What follows belongs to an exercise in optimizing a design on an open flow for small area; a production flow would make more cautious choices. Function was checked by simulation only, so behaviour that the tests miss may differ from the original. Power and IR drop assume default switching activity.

v17:
## sdh_top
module sdh_top #(
    parameter integer F_CLK = 50000000
) (
    input  wire        clk,
    input  wire        rst,
    input  wire        req_valid,
    output wire        req_ready,
    input  wire [3:0]  req_op,
    input  wire [31:0] req_arg,
    input  wire [5:0]  req_cmd,
    input  wire        req_keep,
    output reg         rsp_valid,
    output reg  [3:0]  rsp_status,
    output wire [7:0]  rsp_data,
    output wire [5:0]  rsp_cmd,
    output reg  [2:0]  rsp_shape,
    output wire [7:0]  rsp_token,
    output reg  [31:0] rsp_ext,
    output reg  [3:0]  rsp_npoll,
    output reg         rsp_busy,
    output reg         rsp_vdd_valid,
    output reg  [5:0]  rsp_vdd_low,
    output reg  [5:0]  rsp_vdd_high,
    output reg  [1:0]  rsp_va,
    output reg         sh_link,
    output reg         sh_en,
    output reg         sh_ai,
    output reg  [15:0] sh_addr,
    output reg  [2:0]  sh_cs,
    output reg         sh_fdiv_valid,
    output reg  [7:0]  sh_fdiv,
    output wire        tx_valid,
    output reg  [7:0]  tx_data,
    input  wire        tx_ready,
    input  wire        rx_valid,
    input  wire [7:0]  rx_data,
    output wire        rx_ready
);
    localparam [2:0] IW = 3'd4;
    localparam [26:0] N2M1 = 2 * F_CLK - 1;
    localparam OP_INIT = 4'd0, OP_CLOSE = 4'd1, OP_ENABLE = 4'd2, OP_DISABLE = 4'd3,
               OP_SETADDR = 4'd4, OP_SETAI = 4'd5, OP_RDCFG = 4'd6, OP_SPEED = 4'd7,
               OP_SELECT = 4'd8, OP_XCHG = 4'd9, OP_SDCMD = 4'd10, OP_SDACMD = 4'd11;
  ...
For scale: about 1,100 cells after synthesis.
clock: 10.0 ns
lec_check: 0
abc_area: 1
cap_margin: 20
core_margin: 2
core_utilization: 40
slew_margin: 20
standard.sh (not shown) runs the stock make flow with config.mk's settings and CLKGATE_MAP_FILE= SYNTH_SCRIPT=/design/flow/synth_recipe.tcl, a recipe that flattens the netlist after the stock synthesis.
==> flow/flow/run.sh <==
#!/bin/bash
# The standard layout with three changes to how it is made:
#  - after the standard synthesis, its combinational logic is mapped again for
#    area by Yosys/ABC (flow/remap.sh); every register keeps its name and cell;
#  - every input and output port gets the smallest buffer (buf_1);
#  - the clock tree uses clkbuf_8 buffers only, without dummy loads.
# Each tool writes its full output to a log file in this folder (and ORFS's
# own logs under orfs/logs).
set -euo pipefail
export BUFFER_PORTS_ARGS="-buffer_cell sky130_fd_sc_hd__buf_1"
export REMOVE_ABC_BUFFERS=1
export CTS_ARGS="-sink_clustering_enable -dont_use_dummy_load -buf_list sky130_fd_sc_hd__clkbuf_8 -root_buf sky130_fd_sc_hd__clkbuf_8 -sink_clustering_size 24 -sink_clustering_max_diameter 60"
RES="$PWD/orfs/results/$FLOW_PLATFORM/sdh_top/base"
bash standard.sh "$RES/1_2_yosys.v" > synth_flow.log 2>&1
bash flow/remap.sh "$RES/1_2_yosys.v" > remap.log 2>&1
bash standard.sh > standard_flow.log 2>&1
Other scripts of this flow, unchanged in this note and not shown: flow/flow/remap.sh
For v48, these inputs were changed with respect to v17:
diff --git a/flow/flow/run.sh b/flow/flow/run.sh
--- a/flow/flow/run.sh
+++ b/flow/flow/run.sh
@@ -10,5 +10,5 @@
 export BUFFER_PORTS_ARGS="-buffer_cell sky130_fd_sc_hd__buf_1"
 export REMOVE_ABC_BUFFERS=1
-export CTS_ARGS="-sink_clustering_enable -dont_use_dummy_load -buf_list sky130_fd_sc_hd__clkbuf_8 -root_buf sky130_fd_sc_hd__clkbuf_8 -sink_clustering_size 24 -sink_clustering_max_diameter 60"
+export CTS_ARGS="-sink_clustering_enable -dont_use_dummy_load -buf_list sky130_fd_sc_hd__clkbuf_8 -root_buf sky130_fd_sc_hd__clkbuf_8 -sink_clustering_size 16"
 RES="$PWD/orfs/results/$FLOW_PLATFORM/sdh_top/base"
 bash standard.sh "$RES/1_2_yosys.v" > synth_flow.log 2>&1
==> run notes <==
v48 ended with every stage complete and zero timing, DRC or antenna violations.
Routability-driven placement congestion ratio: v48 vs v17 identical
Reported for v48 and v17, overall routing resource usage turned out identical to the last digit.
From v48 to v17, final-stage net count did not move at all.
v48 -> v17: transition time at the pin with the least slew margin delta 0, exact match
Any difference in layout buffering overhead excluding clock cells between v17 and v48 is small enough to ignore.
Worst relative slew slack: v48 vs v17 identical
From v48 to v17, peak clock frequency supported by timing did not move at all.
Re routed metal-1 wirelength: no difference whatsoever between v17 and v48.
Changes in v52 relative to v48:
diff --git a/flow/flow/run.sh b/flow/flow/run.sh
--- a/flow/flow/run.sh
+++ b/flow/flow/run.sh
@@ -10,5 +10,5 @@
 export BUFFER_PORTS_ARGS="-buffer_cell sky130_fd_sc_hd__buf_1"
 export REMOVE_ABC_BUFFERS=1
-export CTS_ARGS="-sink_clustering_enable -dont_use_dummy_load -buf_list sky130_fd_sc_hd__clkbuf_8 -root_buf sky130_fd_sc_hd__clkbuf_8 -sink_clustering_size 16"
+export CTS_ARGS="-sink_clustering_enable -dont_use_dummy_load -buf_list sky130_fd_sc_hd__clkbuf_8 -root_buf sky130_fd_sc_hd__clkbuf_8 -sink_clustering_size 24"
 RES="$PWD/orfs/results/$FLOW_PLATFORM/sdh_top/base"
 bash standard.sh "$RES/1_2_yosys.v" > synth_flow.log 2>&1
- Clock period minus worst slack: v48 vs v52 — no meaningful difference
- Part of the power in combinational logic essentially unchanged between v48 and v52.
- Site row count essentially unchanged between v52 and v48.
- Re total iterations of the first detailed-routing run: no difference whatsoever between v48 and v52.

[separate check: timing with driven ports]
No port has a modelled driver above. Below, the same layouts with a new extraction and two added sets of constraints.
Step 1 sets driving cells, clkbuf_16 on the clock port and buf_2 on the other inputs (assumed; they add their load-dependent delay and slew).
Step 2 times the ports against the registers' clock, not the clock port: input delays grow and output delays shrink by t, the midpoint of the rising clock arrivals with the driver on.
Three values: ideal, step 1, step 2; two values: the first two.
| run | t, ns | setup slack, ns | worst setup path after step 2 |
|---|---|---|---|
| v17 | 0.436 | 2.307 / 2.307 / 2.307 | register to register |
| v48 | 0.436 | 2.307 / 2.307 / 2.307 | register to register |
| v52 | 0.436 | 2.307 / 2.307 / 2.307 | register to register |
After both steps every run listed still meets setup and hold.
